This design comes from an exercise in tuning for small area, a short achievable clock period and few clock cycles on the open sky130 flow, not from production work. At most, simulation tests tie the RTL to the original design; equivalence was not proved. Power and IR drop assume default switching activity.

==> flow/design.v <==
module sdseq (
    input             clk,
    input             rst,           
    input             op_valid,
    output            op_ready,
    input      [7:0]  op_code,
    input      [63:0] op_arg,
    output reg        rsp_valid,
    output reg [3:0]  rsp_err,
    output     [63:0] rsp_data,
    output reg        cmd_valid,
    output     [24:0] cmd_word,
    input             eng_done,
    output     [14:0] sdcr1,
    output     [14:0] sdcr2,
    output     [27:0] sdtr1,
    output     [27:0] sdtr2,
    output     [24:5] sdcmr,
    output     [13:1] sdrtr,
    output reg        busy,            
    output reg        clk_gate,
    output reg        handle_valid,
    output reg        handle_bank,
    output reg [2:0]  phase1,
    output reg [2:0]  phase2,
    output reg [1:0]  delay_ok,
    output reg        refresh_programmed,
    output     [1:0]  ready
);
    localparam OP_MAKE_CONFIG   = 8'h10;
    localparam OP_CONFIGURE     = 8'h11;
    localparam OP_SEND_COMMAND  = 8'h20;
    localparam OP_SET_WP        = 8'h21;
    localparam OP_SET_NRFS      = 8'h22;
    localparam OP_SET_REFRESH   = 8'h23;
    localparam OP_WP            = 8'h24;
    localparam OP_BANK          = 8'h25;
    localparam OP_DELAY         = 8'h26;
    localparam OP_MEMORY_VIEW   = 8'h30;
    localparam E_OK     = 4'd0;
    localparam E_TZERO  = 4'd5;
    localparam E_RANGE  = 4'd6;
    localparam E_UNAVL  = 4'd7;
    localparam E_NOHND  = 4'd8;
    localparam E_ESZERO = 4'd9;
    localparam E_REFUSE = 4'd15;
    localparam PH_POWERUP   = 3'd0;
    localparam PH_CLKEN     = 3'd1;
    localparam PH_PRECHG    = 3'd2;
    localparam PH_REFRESHED = 3'd3;
    localparam PH_MODELOAD  = 3'd4;
    localparam PH_VIOLATED  = 3'd5;
    localparam M_CLKEN = 3'd1;
    localparam M_PALL  = 3'd2;
    localparam M_AREF  = 3'd3;
    localparam M_LMR   = 3'd4;
    reg [14:0] cr1, cr2;
    reg [27:0] tr1, tr2;
    reg [3:0]  cmr_nrfs;
    reg [15:0] cmr_mrd;
    reg [12:0] rtr_count;
    reg [4:0]  cmd_lo;           
    reg [31:0] rsp_lo;
    reg        rsp_view;         
    reg        div_run;          
    reg        div_setup;        
    reg [31:0] div_rem;          
    reg [31:0] div_den;          
    reg [4:0]  div_cnt;          
    assign op_ready = !busy && !div_run;
    wire   accept   = op_valid && op_ready;
    assign sdcr1 = cr1;
    assign sdcr2 = cr2;
    assign sdtr1 = tr1;
    assign sdtr2 = tr2;
    assign sdcmr = {cmr_mrd, cmr_nrfs};
    assign sdrtr = rtr_count;
    assign cmd_word = {cmr_mrd, cmr_nrfs, cmd_lo};
    assign rsp_data = {rsp_view, rsp_view & handle_bank, rsp_view & ~handle_bank,
                       rsp_view & handle_bank, 28'd0, rsp_lo};
    assign ready[0] = handle_valid && !handle_bank && phase1 == PH_MODELOAD && refresh_programmed;
    assign ready[1] = handle_valid &&  handle_bank && phase2 == PH_MODELOAD && refresh_programmed;
    wire [63:0] arg = op_arg;
    wire [4:0] t_mrd = arg[4:0];
    wire [4:0] t_xsr = arg[9:5];
    wire [4:0] t_ras = arg[14:10];
    wire [4:0] t_rc  = arg[19:15];
    wire [4:0] t_wr  = arg[24:20];
    wire [4:0] t_rp  = arg[29:25];
    wire [4:0] t_rcd = arg[34:30];
    wire [2:0] c_cas = arg[37:35];
    wire [3:0] c_col = arg[41:38];
    wire [3:0] c_row = arg[45:42];
    wire [1:0] c_div = arg[47:46];
    wire [1:0] c_pipe = arg[49:48];
    wire       c_wp  = arg[50];
    wire       c_rburst = arg[51];
    wire [1:0] c_dw  = arg[53:52];
    wire       c_ba  = arg[54];
    wire       c_bank = arg[55];
    wire cfg_zero = (t_mrd == 5'd0) || (t_xsr == 5'd0) || (t_ras == 5'd0) || (t_rc == 5'd0) ||
                    (t_wr == 5'd0) || (t_rp == 5'd0) || (t_rcd == 5'd0);
    wire cfg_range = (t_mrd > 5'd16) || (t_xsr > 5'd16) || (t_ras > 5'd16) || (t_rc > 5'd16) ||
                     (t_wr > 5'd16) || (t_rp > 5'd16) || (t_rcd > 5'd16) ||
                     (c_cas < 3'd1) || (c_cas > 3'd3) ||
                     (c_col < 4'd8) || (c_col > 4'd11) ||
                     (c_row < 4'd11) || (c_row > 4'd13) ||
                     (c_div < 2'd2) ||
                     (c_pipe > 2'd2) ||
                     (c_dw == 2'd3);
    wire [3:0] cfg_err = cfg_zero ? E_TZERO : cfg_range ? E_RANGE : E_OK;
    wire [1:0] f_nc   = c_col[1:0];             
    wire [1:0] f_nr   = c_row[1:0] - 2'd3;      
    wire [3:0] f_tmrd = t_mrd - 5'd1;
    wire [3:0] f_txsr = t_xsr - 5'd1;
    wire [3:0] f_tras = t_ras - 5'd1;
    wire [3:0] f_trc  = t_rc  - 5'd1;
    wire [3:0] f_twr  = t_wr  - 5'd1;
    wire [3:0] f_trp  = t_rp  - 5'd1;
    wire [3:0] f_trcd = t_rcd - 5'd1;
    wire [9:0] cr_bank   = {c_wp, c_cas[1:0], c_ba, c_dw, f_nr, f_nc};
    wire [4:0] cr_shared = {c_pipe, c_rburst, c_div};
    wire [2:0]  k_mode = arg[2:0];
    wire        k_ctb2 = arg[3];
    wire        k_ctb1 = arg[4];
    wire        k_valid = (k_mode >= M_CLKEN) && (k_mode <= M_LMR);
    function [2:0] next_phase;
        input [2:0] ph;
        input       dok;
        input [2:0] mode;
        begin
            next_phase = PH_VIOLATED;
            case (mode)
                M_CLKEN: if (ph == PH_POWERUP)          next_phase = PH_CLKEN;
                M_PALL:  if (ph == PH_CLKEN && dok)     next_phase = PH_PRECHG;
                M_AREF:  if (ph == PH_PRECHG)           next_phase = PH_REFRESHED;
                M_LMR:   if (ph == PH_REFRESHED)        next_phase = PH_MODELOAD;
                default: next_phase = PH_VIOLATED;
            endcase
        end
    endfunction
    wire [2:0] ph1_next = next_phase(phase1, delay_ok[0], k_mode);
    wire [2:0] ph2_next = next_phase(phase2, delay_ok[1], k_mode);
    function [4:0] msb_pos;
        input [31:0] v;
        reg   [15:0] v16;
        reg   [7:0]  v8;
        reg   [3:0]  v4;
        reg   [1:0]  v2;
        begin
            msb_pos[4] = |v[31:16];
            v16        = msb_pos[4] ? v[31:16] : v[15:0];
            msb_pos[3] = |v16[15:8];
            v8         = msb_pos[3] ? v16[15:8] : v16[7:0];
            msb_pos[2] = |v8[7:4];
            v4         = msb_pos[2] ? v8[7:4] : v8[3:0];
            msb_pos[1] = |v4[3:2];
            v2         = msb_pos[1] ? v4[3:2] : v4[1:0];
            msb_pos[0] = v2[1];
        end
    endfunction
    wire [4:0]  msb_num   = msb_pos(arg[63:32]);
    wire [4:0]  msb_den   = msb_pos(arg[31:0]);
    wire        quo_zero  = msb_den > msb_num;      
    wire [4:0]  align     = msb_num - msb_den;
    wire [32:0] div_diff  = {1'b0, div_rem} - {1'b0, div_den};
    wire        div_ge    = !div_diff[32];
    wire [31:0] div_r1    = div_ge ? div_diff[31:0] : div_rem;
    wire [32:0] div_diff2 = {1'b0, div_r1} - {2'b0, div_den[31:1]};
    wire        div_ge2   = !div_diff2[32];
    wire [31:0] div_r2    = div_ge2 ? div_diff2[31:0] : div_r1;
    always @(posedge clk) begin
        if (rst) begin
            rsp_valid <= 1'b0;
            rsp_view  <= 1'b0;
            cmd_valid <= 1'b0;
            cr1       <= 15'h02D0;
            cr2       <= 15'h02D0;
            tr1       <= 28'hFFFFFFF;
            tr2       <= 28'hFFFFFFF;
            cmr_nrfs  <= 4'd0;
            cmr_mrd   <= 16'd0;
            rtr_count <= 13'd0;
            busy      <= 1'b0;
            clk_gate  <= 1'b0;
            handle_valid <= 1'b0;
            handle_bank  <= 1'b0;
            phase1    <= PH_POWERUP;
            phase2    <= PH_POWERUP;
            delay_ok  <= 2'b00;
            refresh_programmed <= 1'b0;
            div_run   <= 1'b0;
            div_setup <= 1'b0;
        end else begin
            rsp_valid <= 1'b0;
            cmd_valid <= 1'b0;
            if (accept) begin
                rsp_valid <= 1'b1;
                rsp_err   <= E_OK;
                rsp_lo    <= 32'd0;
                rsp_view  <= 1'b0;
                case (op_code)
                OP_MAKE_CONFIG: begin
                    rsp_err <= cfg_err;
                end
                OP_CONFIGURE: begin
                    if (handle_valid)
                        rsp_err <= E_UNAVL;
                    else if (cfg_err != E_OK)
                        rsp_err <= cfg_err;
                    else begin
                        clk_gate     <= 1'b1;
                        handle_valid <= 1'b1;
                        handle_bank  <= c_bank;
                        cr1[14:10]   <= cr_shared;
                        tr1[15:12]   <= f_trc;
                        tr1[23:20]   <= f_trp;
                        if (!c_bank) begin
                            cr1[9:0]   <= cr_bank;
                            tr1[3:0]   <= f_tmrd;
                            tr1[7:4]   <= f_txsr;
                            tr1[11:8]  <= f_tras;
                            tr1[19:16] <= f_twr;
                            tr1[27:24] <= f_trcd;
                        end else begin
                            cr2[9:0]   <= cr_bank;
                            tr2[3:0]   <= f_tmrd;
                            tr2[7:4]   <= f_txsr;
                            tr2[11:8]  <= f_tras;
                            tr2[19:16] <= f_twr;
                            tr2[27:24] <= f_trcd;
                        end
                    end
                end
                OP_SEND_COMMAND: begin
                    if (!handle_valid)
                        rsp_err <= E_NOHND;
                    else if (!k_valid)
                        rsp_err <= E_REFUSE;
                    else begin
                        rsp_valid <= 1'b0;
                        cmr_nrfs  <= arg[8:5];
                        cmr_mrd   <= arg[24:9];
                        cmd_lo    <= arg[4:0];
                        cmd_valid <= 1'b1;
                        busy      <= 1'b1;
                        if (k_ctb1) begin
                            phase1 <= ph1_next;
                            if (k_mode == M_CLKEN && phase1 == PH_POWERUP)
                                delay_ok[0] <= 1'b0;
                        end
                        if (k_ctb2) begin
                            phase2 <= ph2_next;
                            if (k_mode == M_CLKEN && phase2 == PH_POWERUP)
                                delay_ok[1] <= 1'b0;
                        end
                    end
                end
                OP_SET_WP: begin
                    if (!handle_valid)
                        rsp_err <= E_NOHND;
                    else if (!handle_bank)
                        cr1[9] <= arg[0];
                    else
                        cr2[9] <= arg[0];
                end
                OP_SET_NRFS: begin
                    if (!handle_valid)
                        rsp_err <= E_NOHND;
                    else if (arg[7:0] > 8'd15)
                        rsp_err <= E_RANGE;
                    else
                        cmr_nrfs <= arg[3:0];
                end
                OP_SET_REFRESH: begin
                    if (!handle_valid)
                        rsp_err <= E_NOHND;
                    else if (arg[15:0] > 16'd8191)
                        rsp_err <= E_RANGE;
                    else begin
                        rtr_count <= arg[12:0];
                        refresh_programmed <= 1'b1;
                    end
                end
                OP_WP: begin
                    if (!handle_valid)
                        rsp_err <= E_NOHND;
                    else
                        rsp_lo <= {31'd0, handle_bank ? cr2[9] : cr1[9]};
                end
                OP_BANK: begin
                    if (!handle_valid)
                        rsp_err <= E_NOHND;
                    else
                        rsp_lo <= {31'd0, handle_bank};
                end
                OP_DELAY: begin
                    if (arg[31:0] != 32'd0) begin
                        if (phase1 == PH_CLKEN) delay_ok[0] <= 1'b1;
                        if (phase2 == PH_CLKEN) delay_ok[1] <= 1'b1;
                    end
                end
                OP_MEMORY_VIEW: begin
                    if (!handle_valid)
                        rsp_err <= E_NOHND;
                    else if (arg[31:0] == 32'd0)
                        rsp_err <= E_ESZERO;
                    else begin
                        div_rem   <= arg[63:32];
                        div_den   <= arg[31:0];
                        div_cnt   <= align;
                        if (quo_zero) begin
                            rsp_view  <= 1'b1;
                        end else begin
                            rsp_valid <= 1'b0;
                            div_run   <= 1'b1;
                            div_setup <= 1'b1;
                        end
                    end
                end
                default: rsp_err <= E_REFUSE;
                endcase
            end
            if (busy && eng_done) begin
                busy      <= 1'b0;
                rsp_valid <= 1'b1;
                rsp_err   <= E_OK;
                rsp_lo    <= 32'd0;
                rsp_view  <= 1'b0;
            end
            if (div_run) begin
                if (div_setup) begin
                    div_setup <= 1'b0;
                    rsp_lo    <= 32'd0;
                    div_den   <= div_den << div_cnt;
                end else begin
                    div_den <= div_den >> 2;
                    div_cnt <= div_cnt - 5'd2;
                    if (div_cnt == 5'd0) begin
                        div_rem <= div_r1;
                        rsp_lo  <= {rsp_lo[30:0], div_ge};
                    end else begin
                        div_rem <= div_r2;
                        rsp_lo  <= {rsp_lo[29:0], div_ge, div_ge2};
                    end
                    if (div_cnt <= 5'd1) begin
                        div_run   <= 1'b0;
                        rsp_valid <= 1'b1;
                        rsp_err   <= E_OK;
                        rsp_view  <= 1'b1;
                    end
                end
            end
        end
    end
endmodule
==> flow/config.mk <==
export PLATFORM = sky130hd
export DESIGN_NAME = sdseq
export DESIGN_NICKNAME = sdseq
export VERILOG_FILES = /design/flow/design.v
export SDC_FILE = /design/flow/constraint.sdc
export NUM_CORES = 4
export LEC_CHECK = 0
export CAP_MARGIN = 20
export CORE_MARGIN = 2
export CORE_UTILIZATION = 40
export SLEW_MARGIN = 20
==> flow/constraint.sdc <==
create_clock -name core_clock -period 10.0 [get_ports {clk}]
set_input_delay 2.0000 -clock core_clock [delete_from_list [all_inputs] [get_ports {clk}]]
set_output_delay 2.0000 -clock core_clock [all_outputs]
set_load 0.01 [all_outputs]
run.sh (not shown) runs the stock make flow with config.mk's settings and CLKGATE_MAP_FILE= SYNTH_SCRIPT=/design/flow/synth_recipe.tcl, a recipe that flattens the netlist after the stock synthesis.
Next try:
--- a/flow/design.v
+++ b/flow/design.v
@@ -141,30 +141,21 @@
     endfunction
     wire [2:0] ph1_next = next_phase(phase1, delay_ok[0], k_mode);
     wire [2:0] ph2_next = next_phase(phase2, delay_ok[1], k_mode);
     function [4:0] msb_pos;
         input [31:0] v;
-        reg   [15:0] v16;
-        reg   [7:0]  v8;
-        reg   [3:0]  v4;
-        reg   [1:0]  v2;
+        integer i;
         begin
-            msb_pos[4] = |v[31:16];
-            v16        = msb_pos[4] ? v[31:16] : v[15:0];
-            msb_pos[3] = |v16[15:8];
-            v8         = msb_pos[3] ? v16[15:8] : v16[7:0];
-            msb_pos[2] = |v8[7:4];
-            v4         = msb_pos[2] ? v8[7:4] : v8[3:0];
-            msb_pos[1] = |v4[3:2];
-            v2         = msb_pos[1] ? v4[3:2] : v4[1:0];
-            msb_pos[0] = v2[1];
+            msb_pos = 5'd0;
+            for (i = 0; i < 32; i = i + 1)
+                if (v[i]) msb_pos = i[4:0];
         end
     endfunction
-    wire [4:0]  msb_num   = msb_pos(arg[63:32]);
-    wire [4:0]  msb_den   = msb_pos(arg[31:0]);
-    wire        quo_zero  = msb_den > msb_num;      
-    wire [4:0]  align     = msb_num - msb_den;
+    wire [4:0]  msb_rem   = msb_pos(div_rem);
+    wire [4:0]  msb_den   = msb_pos(div_den);
+    wire        quo_zero  = msb_den > msb_rem;      
+    wire [4:0]  align     = msb_rem - msb_den;
     wire [32:0] div_diff  = {1'b0, div_rem} - {1'b0, div_den};
     wire        div_ge    = !div_diff[32];
     wire [31:0] div_r1    = div_ge ? div_diff[31:0] : div_rem;
     wire [32:0] div_diff2 = {1'b0, div_r1} - {2'b0, div_den[31:1]};
     wire        div_ge2   = !div_diff2[32];
@@ -304,20 +295,15 @@
                     if (!handle_valid)
                         rsp_err <= E_NOHND;
                     else if (arg[31:0] == 32'd0)
                         rsp_err <= E_ESZERO;
                     else begin
+                        rsp_valid <= 1'b0;
+                        div_run   <= 1'b1;
+                        div_setup <= 1'b1;
                         div_rem   <= arg[63:32];
                         div_den   <= arg[31:0];
-                        div_cnt   <= align;
-                        if (quo_zero) begin
-                            rsp_view  <= 1'b1;
-                        end else begin
-                            rsp_valid <= 1'b0;
-                            div_run   <= 1'b1;
-                            div_setup <= 1'b1;
-                        end
                     end
                 end
                 default: rsp_err <= E_REFUSE;
                 endcase
             end
@@ -330,11 +316,18 @@
             end
             if (div_run) begin
                 if (div_setup) begin
                     div_setup <= 1'b0;
                     rsp_lo    <= 32'd0;
-                    div_den   <= div_den << div_cnt;
+                    div_den   <= div_den << align;
+                    div_cnt   <= align;
+                    if (quo_zero) begin
+                        div_run   <= 1'b0;
+                        rsp_valid <= 1'b1;
+                        rsp_err   <= E_OK;
+                        rsp_view  <= 1'b1;
+                    end
                 end else begin
                     div_den <= div_den >> 2;
                     div_cnt <= div_cnt - 5'd2;
                     if (div_cnt == 5'd0) begin
                         div_rem <= div_r1;
The new run finished with timing, DRC and antenna clean.
Worst hold slack barely changes.
Combinational power is about the same.
Global-route usage falls by 2.9 points.
Setup slack gets better by 0.26 ns.
Core utilization rises by 0.43 points.
Non-clock buffer count falls by 10.
Critical path depth is unchanged.
Routed wire length falls by 11%.
Testbench counts after the change, summed over its fixed seeds: cycles 14,549.
No functional check of the RTL was part of the first run of this note.

## port drivers added, routing unchanged
The flow's constraints put no driver on any port. The routed layouts listed below were extracted and timed again, unchanged, in two steps.
Step 1: set_driving_cell puts a clkbuf_16 on clk and a buf_2 on each other input, an assumption about the parent block.
Step 2 moves the port delays by t, midway between the first and last clock arrival at a register: inputs arrive t later, outputs are due t later. That takes back most of the time a late clock gives input paths.
Three values: no drivers, after step 1, after step 2; two values: the first two.
run | shift t [ns] | setup slack, ns | worst setup path at the end | latest minus earliest clock arrival (ns) | worst data-port slew with drivers (ns)
the first run | 0.638 | 2.524 / 2.524 / 2.183 | input to register | 0.016 / 0.016 | 0.08
the second run | 0.639 | 2.782 / 2.782 / 2.782 | register to register | 0.022 / 0.022 | 0.07
After both steps setup and hold are still met in every run listed. The setup slack of the first run, which loses most, moves by 0.000 ns with the drivers and by -0.341 ns with both steps.
